Source: an optimization exercise on an open RTL-to-GDS flow (aim: small area). Production flows keep margins and buffers that such runs may drop.
Only simulation tests tie the RTL to the original design; equivalence was not proved.
Power is estimated from default activity; no workload was simulated.

## before
// irps
module irps (
    input  wire        clk,
    input  wire        rst,         
    input  wire        ev_valid,
    input  wire [3:0]  ev_kind,     
    input  wire [9:0]  ev_arg,
    input  wire [31:0] ev_wdata,
    output reg         rsp_valid,
    output reg         rsp_err,
    output reg  [31:0] rsp_rdata,
    output wire [2:0]  ch_en,
    output wire [2:0]  dir_out,
    output wire        err_out
);
For scale: about 1300 cells after synthesis, roughly 90 I/O pins.
==> module irps_decoder, before the edit <==
module irps_decoder (
    input  wire        clk,
    input  wire        rst,         
    input  wire        us_tick,     
    input  wire        edge_ev,     
    input  wire        edge_fall,   
    input  wire        ms_tick,     
    input  wire        key_rd,      
    output wire [11:0] key_word,    
    output reg         snap_v,      
    output reg  [31:0] snap_press,  
    output reg  [31:0] snap_seq,    
    output reg  [31:0] snap_age     
);
    reg [12:0] cap_cnt;
    reg        active;           
    reg [4:0]  bit_count;
    reg [7:0]  byte_reg;
    reg        run_aok, run_cok;
    reg        repeat_armed;
    reg [31:0] since_last_ms;
    reg        key_pub;          
    reg        key_aok, key_cok;
    reg [7:0]  key_raw;          
    reg [31:0] key_press;
    reg [31:0] pub_seq;
    wire [12:0] d = cap_cnt;
    wire le_4700   = (d <= 13'd4700);
    wire is_leader = (d >= 13'd4200) && le_4700;
    wire is_repeat = (d >= 13'd2000) && (d <= 13'd3000);
    wire is_one    = (d >= 13'd1400) && (d <= 13'd1800);
    wire is_zero   = (d >= 13'd300)  && (d <= 13'd800);
    wire is_bit    = is_one || is_zero;
    wire fall = edge_ev && edge_fall;
    wire        last    = &bit_count;
    wire        differs = is_one ^ byte_reg[0];
    wire [7:0]  byte_nx = {bit_count[3] ? byte_reg[0] : is_one, byte_reg[7:1]};
    wire addr_ok  = run_aok;
    wire cmd_ok   = run_cok && differs;
    wire frame_ok = addr_ok && cmd_ok;
    wire complete = fall && active && is_bit && last;
    wire rep      = fall && !active && is_repeat && repeat_armed;
    wire publish  = complete || rep;
    wire key_valid = key_aok && key_cok;
    assign key_word = {key_pub && !key_valid, key_valid, key_cok, key_aok,
                       key_raw & {8{key_valid}}};
    reg [13:0] cap_c;
    reg [32:0] since_c, press_c, seq_c;
    reg [3:0]  since_g, press_g, seq_g;   
    reg [3:0]  since_p, press_p, seq_p;   
    reg        cap_g;
    integer i;
    always @(*) begin
        cap_g = &cap_cnt[7:0];
        for (i = 0; i < 4; i = i + 1) begin
            since_g[i] = &since_last_ms[8*i +: 8];
            press_g[i] = &key_press[8*i +: 8];
            seq_g[i]   = &pub_seq[8*i +: 8];
            since_p[i] = (i == 0) ? since_g[0] : (since_p[i-1] & since_g[i]);
            press_p[i] = (i == 0) ? press_g[0] : (press_p[i-1] & press_g[i]);
            seq_p[i]   = (i == 0) ? seq_g[0]   : (seq_p[i-1] & seq_g[i]);
        end
        cap_c[0]   = us_tick && le_4700;
        since_c[0] = ms_tick && !since_p[3];
        press_c[0] = rep && !press_p[3];
        seq_c[0]   = publish;
        for (i = 0; i < 13; i = i + 1)
            cap_c[i+1] = (i == 7) ? (cap_c[0] & cap_g) : (cap_c[i] & cap_cnt[i]);
        for (i = 0; i < 32; i = i + 1) begin
            if (i % 8 == 7) begin
                since_c[i+1] = since_c[0] & since_p[i/8];
                press_c[i+1] = press_c[0] & press_p[i/8];
                seq_c[i+1]   = seq_c[0] & seq_p[i/8];
            end else begin
                since_c[i+1] = since_c[i] & since_last_ms[i];
                press_c[i+1] = press_c[i] & key_press[i];
                seq_c[i+1]   = seq_c[i] & pub_seq[i];
            end
        end
    end
    always @(posedge clk) begin
        if (rst)
            cap_cnt <= 13'h1FFF;
        else if (edge_ev)
            cap_cnt <= 13'd0;
        else
            cap_cnt <= cap_cnt ^ cap_c[12:0];
    end
    always @(posedge clk) begin
        if (rst)
            active <= 1'b0;
        else if (fall) begin
            if (!active)
                active <= is_leader;
            else if (!is_bit || last)
                active <= 1'b0;
        end
    end
    always @(posedge clk) begin
        if (!active) begin
            bit_count <= 5'd0;
            run_aok   <= 1'b1;
            run_cok   <= 1'b1;
        end else if (fall && is_bit) begin
            bit_count <= bit_count + 5'd1;
            if (bit_count[4:3] == 2'd1 && !differs)
                run_aok <= 1'b0;
            if (bit_count[4:3] == 2'd3 && !differs)
                run_cok <= 1'b0;
        end
    end
    always @(posedge clk) begin
        if (fall && is_bit)
            byte_reg <= byte_nx;
    end
    always @(posedge clk) begin
        if (rst)
            repeat_armed <= 1'b0;
        else if (fall && !active && is_leader)
            repeat_armed <= 1'b0;
        else if (complete)
            repeat_armed <= frame_ok;
    end
    always @(posedge clk) begin
        if (rst) begin
            key_pub <= 1'b0;
            key_aok <= 1'b0;
            key_cok <= 1'b0;
        end else if (complete) begin
            key_pub <= 1'b1;
            key_aok <= addr_ok;
            key_cok <= cmd_ok;
        end
    end
    always @(posedge clk) begin
        if (complete)
            key_raw <= byte_nx;
    end
    always @(posedge clk) begin
        if (rst)
            key_press <= 32'd0;
        else if (complete)
            key_press <= {31'd0, frame_ok};
        else
            key_press <= key_press ^ press_c[31:0];
    end
    always @(posedge clk) begin
        if (rst)
            pub_seq <= 32'd0;
        else
            pub_seq <= pub_seq ^ seq_c[31:0];
    end
    always @(posedge clk) begin
        if (rst)
            since_last_ms <= 32'hFFFFFFFF;
        else if (publish)
            since_last_ms <= 32'd0;
        else
            since_last_ms <= since_last_ms ^ since_c[31:0];
    end
    always @(posedge clk) begin
        if (rst)
            snap_v <= 1'b0;
        else if (key_rd)
            snap_v <= 1'b1;
    end
    always @(posedge clk) begin
        if (key_rd) begin
            snap_press <= key_press;
            snap_seq   <= pub_seq;
            snap_age   <= since_last_ms;
        end
    end
endmodule
==> flow/config.mk <==
export PLATFORM = sky130hd
export DESIGN_NAME = irps
export DESIGN_NICKNAME = irps
export VERILOG_FILES = /design/flow/design.v
export SDC_FILE = /design/flow/constraint.sdc
export NUM_CORES = 4
export LEC_CHECK = 0
export CAP_MARGIN = 20
export CORE_MARGIN = 2
export CORE_UTILIZATION = 55
export SLEW_MARGIN = 20
==> flow/constraint.sdc <==
create_clock -name core_clock -period 8.0 [get_ports {clk}]
set_input_delay 1.6000 -clock core_clock [delete_from_list [all_inputs] [get_ports {clk}]]
set_output_delay 1.6000 -clock core_clock [all_outputs]
set_load 0.01 [all_outputs]
standard.sh (not shown) runs the stock make flow with config.mk's settings and CLKGATE_MAP_FILE= SYNTH_SCRIPT=/design/flow/synth_recipe.tcl, a recipe that flattens the netlist after the stock synthesis.
==> flow/flow/run.sh <==
#!/bin/bash
# Own layout flow: the standard synthesis; its combinational logic
# re-mapped by ABC with an area-oriented script, from four random seeds,
# keeping the smallest result (every flip-flop keeps its cell and name);
# then the standard layout steps, with the port buffers made of
# sky130_fd_sc_hd__buf_1 and a clock tree of small buffers without dummy
# loads. Each tool's output goes to a log here.
set -euo pipefail
W=$(pwd)
R=$W/orfs/results/$FLOW_PLATFORM/irps/base
bash standard.sh synth > $W/synth.log 2>&1
cp $R/1_2_yosys.v $W/standard_synth.v
for S in 1 2 3 4; do
  sed "s/@SEED@/$S/g" $W/flow/abc_area.script > $W/abc_area_$S.script
  REMAP_LIB=$FLOW_HOME/platforms/sky130hd/lib/sky130_fd_sc_hd__tt_025C_1v80.lib \
  REMAP_IN=$W/standard_synth.v REMAP_OUT=$W/remapped_$S.v REMAP_TOP=$FLOW_TOP \
  REMAP_SCRIPT=$W/abc_area_$S.script \
    yosys -c $W/flow/remap.tcl > $W/remap_$S.log 2>&1 &
done
wait
best=""; best_area=""
for S in 1 2 3 4; do
  a=$(grep "Chip area for module" $W/remap_$S.log | tail -1 | awk '{print $NF}')
  echo "seed $S area $a" >> $W/remap_choice.log
  if [[ -n "$a" && -f $W/remapped_$S.v ]]; then
    if [[ -z "$best" ]] || awk "BEGIN{exit !($a < $best_area)}"; then
      best=$S; best_area=$a
    fi
  fi
done
echo "chosen seed $best area $best_area" >> $W/remap_choice.log
cp $W/remapped_$best.v $R/1_2_yosys.v
rm -f $R/1_synth.odb
CTS_ARGS="-sink_clustering_enable -repair_clock_nets -dont_use_dummy_load"
CTS_ARGS="$CTS_ARGS -buf_list sky130_fd_sc_hd__clkbuf_4"
CTS_ARGS="$CTS_ARGS -sink_clustering_size 10 -sink_clustering_max_diameter 40"
bash standard.sh "BUFFER_PORTS_ARGS=-buffer_cell sky130_fd_sc_hd__buf_1" \
  "CTS_ARGS=$CTS_ARGS" finish > $W/layout.log 2>&1
Other scripts of this flow, unchanged in this note and not shown: flow/flow/abc_area.script, flow/flow/remap.tcl
What after does differently from before at the input level:
-- flow/design.v --
<<< before, line 47
    reg [13:0] cap_c;
    reg [32:0] since_c, press_c, seq_c;
    reg [3:0]  since_g, press_g, seq_g;   
    reg [3:0]  since_p, press_p, seq_p;   
    reg        cap_g;
    integer i;
    always @(*) begin
        cap_g = &cap_cnt[7:0];
        for (i = 0; i < 4; i = i + 1) begin
            since_g[i] = &since_last_ms[8*i +: 8];
            press_g[i] = &key_press[8*i +: 8];
            seq_g[i]   = &pub_seq[8*i +: 8];
            since_p[i] = (i == 0) ? since_g[0] : (since_p[i-1] & since_g[i]);
            press_p[i] = (i == 0) ? press_g[0] : (press_p[i-1] & press_g[i]);
            seq_p[i]   = (i == 0) ? seq_g[0]   : (seq_p[i-1] & seq_g[i]);
        end
        cap_c[0]   = us_tick && le_4700;
        since_c[0] = ms_tick && !since_p[3];
        press_c[0] = rep && !press_p[3];
        seq_c[0]   = publish;
        for (i = 0; i < 13; i = i + 1)
            cap_c[i+1] = (i == 7) ? (cap_c[0] & cap_g) : (cap_c[i] & cap_cnt[i]);
        for (i = 0; i < 32; i = i + 1) begin
            if (i % 8 == 7) begin
                since_c[i+1] = since_c[0] & since_p[i/8];
                press_c[i+1] = press_c[0] & press_p[i/8];
                seq_c[i+1]   = seq_c[0] & seq_p[i/8];
            end else begin
                since_c[i+1] = since_c[i] & since_last_ms[i];
                press_c[i+1] = press_c[i] & key_press[i];
                seq_c[i+1]   = seq_c[i] & pub_seq[i];
            end
        end
    end
>>> after, line 47
    reg [13:0] cap_c;
    reg [32:0] since_c, press_c, seq_c;
    integer i;
    always @(*) begin
        cap_c[0]   = us_tick && le_4700;
        since_c[0] = ms_tick && !(&since_last_ms);
        press_c[0] = rep && !(&key_press);
        seq_c[0]   = publish;
        for (i = 0; i < 13; i = i + 1)
            cap_c[i+1] = cap_c[i] & cap_cnt[i];
        for (i = 0; i < 32; i = i + 1) begin
            since_c[i+1] = since_c[i] & since_last_ms[i];
            press_c[i+1] = press_c[i] & key_press[i];
            seq_c[i+1]   = seq_c[i] & pub_seq[i];
        end
    end
Results
Status | after and before | clean
Final area was higher in the run labelled before.
Changes observed in after relative to before: share of the final layout cell area in sequential cells increased by 0.28 points relative to the old numbers, headroom to the max-slew limit decreased by 3.4 points relative to the old numbers, via count of the first global-routing pass decreased by 5.0% relative to the old numbers.
Compared with before, after shows number of clock buffers in the layout lower by about 2%.
In terms of sequential power, after and before differ only marginally.
On die area, the higher figure sits with before, not after.
Summary: with before as the reference, peak clock frequency supported by timing in after moved down slightly.


Starting RTL as in the previous note.
Settings: LEC_CHECK=0, CAP_MARGIN=20, CORE_MARGIN=2, CORE_UTILIZATION=55, SLEW_MARGIN=20; clock period 8.0 ns.
==> flow/flow/run.sh <==
#!/bin/bash
# Own layout flow: the standard synthesis; its combinational logic
# re-mapped by ABC with an area-oriented script (every flip-flop keeps its
# cell and name); then the standard layout steps, with the port buffers
# made of sky130_fd_sc_hd__buf_1 and a clock tree of small buffers without
# dummy loads. Each tool's output goes to a log here.
set -euo pipefail
W=$(pwd)
R=$W/orfs/results/$FLOW_PLATFORM/irps/base
bash standard.sh synth > $W/synth.log 2>&1
cp $R/1_2_yosys.v $W/standard_synth.v
REMAP_LIB=$FLOW_HOME/platforms/sky130hd/lib/sky130_fd_sc_hd__tt_025C_1v80.lib \
REMAP_IN=$W/standard_synth.v REMAP_OUT=$W/remapped.v REMAP_TOP=$FLOW_TOP \
REMAP_SCRIPT=$W/flow/abc_area.script \
  yosys -c $W/flow/remap.tcl > $W/remap.log 2>&1
cp $W/remapped.v $R/1_2_yosys.v
rm -f $R/1_synth.odb
CTS_ARGS="-sink_clustering_enable -repair_clock_nets -dont_use_dummy_load"
CTS_ARGS="$CTS_ARGS -buf_list sky130_fd_sc_hd__clkbuf_4"
CTS_ARGS="$CTS_ARGS -sink_clustering_size 10 -sink_clustering_max_diameter 40"
bash standard.sh "BUFFER_PORTS_ARGS=-buffer_cell sky130_fd_sc_hd__buf_1" \
  "CTS_ARGS=$CTS_ARGS" finish > $W/layout.log 2>&1
==> flow/flow/abc_area.script <==
strash
&get -n
&st
&deepsyn -T 30
&st
&deepsyn -T 30
&dch -f
&nf -R 1000 -p
&put
==> flow/flow/remap.tcl <==
# Re-map the combinational logic of the standard synthesis for area.
# The flip-flops (their cells and instance names) are kept as they are.
yosys -import
set lib $::env(REMAP_LIB)
read_liberty -ignore_miss_func $lib
read_verilog -defer $::env(REMAP_IN)
hierarchy -top $::env(REMAP_TOP)
foreach c {sky130_fd_sc_hd__dfxtp_1 sky130_fd_sc_hd__edfxtp_1} {
  setattr -mod -set keep_hierarchy 1 =$c
}
flatten
opt_clean
select -module $::env(REMAP_TOP)
abc -script $::env(REMAP_SCRIPT) -liberty $lib \
  -dont_use *probe* -dont_use *lpflow*
select -clear
opt_clean -purge
hilomap -singleton -hicell sky130_fd_sc_hd__conb_1 HI \
  -locell sky130_fd_sc_hd__conb_1 LO
splitnets
opt_clean -purge
stat -liberty $lib
read_liberty -lib -overwrite $lib
check -assert -mapped
write_verilog -noattr -nohex -nodec $::env(REMAP_OUT)
Rerun with:
--- a/flow/design.v
+++ b/flow/design.v
@@ -26,6 +26,5 @@
     reg [31:0] pub_seq;
     wire [12:0] d = cap_cnt;
-    wire le_4700   = (d <= 13'd4700);
-    wire is_leader = (d >= 13'd4200) && le_4700;
+    wire is_leader = (d >= 13'd4200) && (d <= 13'd4700);
     wire is_repeat = (d >= 13'd2000) && (d <= 13'd3000);
     wire is_one    = (d >= 13'd1400) && (d <= 13'd1800);
@@ -61,5 +60,5 @@
             seq_p[i]   = (i == 0) ? seq_g[0]   : (seq_p[i-1] & seq_g[i]);
         end
-        cap_c[0]   = us_tick && le_4700;
+        cap_c[0]   = us_tick && !(cap_g && (&cap_cnt[12:8]));
         since_c[0] = ms_tick && !since_p[3];
         press_c[0] = rep && !press_p[3];
What happened:
- non-clock buffer count is higher by 14
- clock skew is higher by 0.0082 ns
- first-iteration DRC count is higher by 18%
- power is higher by 0.58%
- setup slack got worse by 0.73 ns
- design area stays flat
- global-route usage is higher by 1.1 points
- area after synthesis is lower by 0.48%
- sequential power hardly moves
- sequential share of layout area stays flat
- core utilization is higher by 0.23 points
- via count is lower by 0.77%

## afterwards: timing with drivers on the ports
The results above use ideal ports. As a check the final layouts listed here were re-extracted and re-timed, cells and wires unchanged. Step 1, drivers: a clkbuf_16 drives clk and a buf_2 each remaining input, both assumed. Step 2, shift: input delay + t, output delay - t, t = (earliest + latest rising clock arrival at the registers) / 2. This alone moves slack from input paths to output paths. Three values: no drivers, after step 1, after step 2; two values: the first two.
run | t, ns | setup WS [ns] | worst hold slack (ns) | cell pins on the clock port's net
before | 0.750 | 0.860 / 0.883 / 0.133 | 0.440 / 0.440 / 0.440 | 1
after | 0.720 | 0.752 / 0.770 / 0.052 | 0.425 / 0.425 / 0.425 | 1
the first run of note 2 | 0.728 | 1.278 / 1.278 / 0.776 | 0.465 / 0.465 / 0.465 | 1
the second run of note 2 | 0.736 | 0.549 / 0.577 / -0.158 | 0.456 / 0.456 / 0.456 | 1
Met with ideal ports but missed after step 2: setup timing in the second run of note 2. The setup slack of before, which loses most, moves by +0.023 ns with the drivers and by -0.727 ns with both steps.
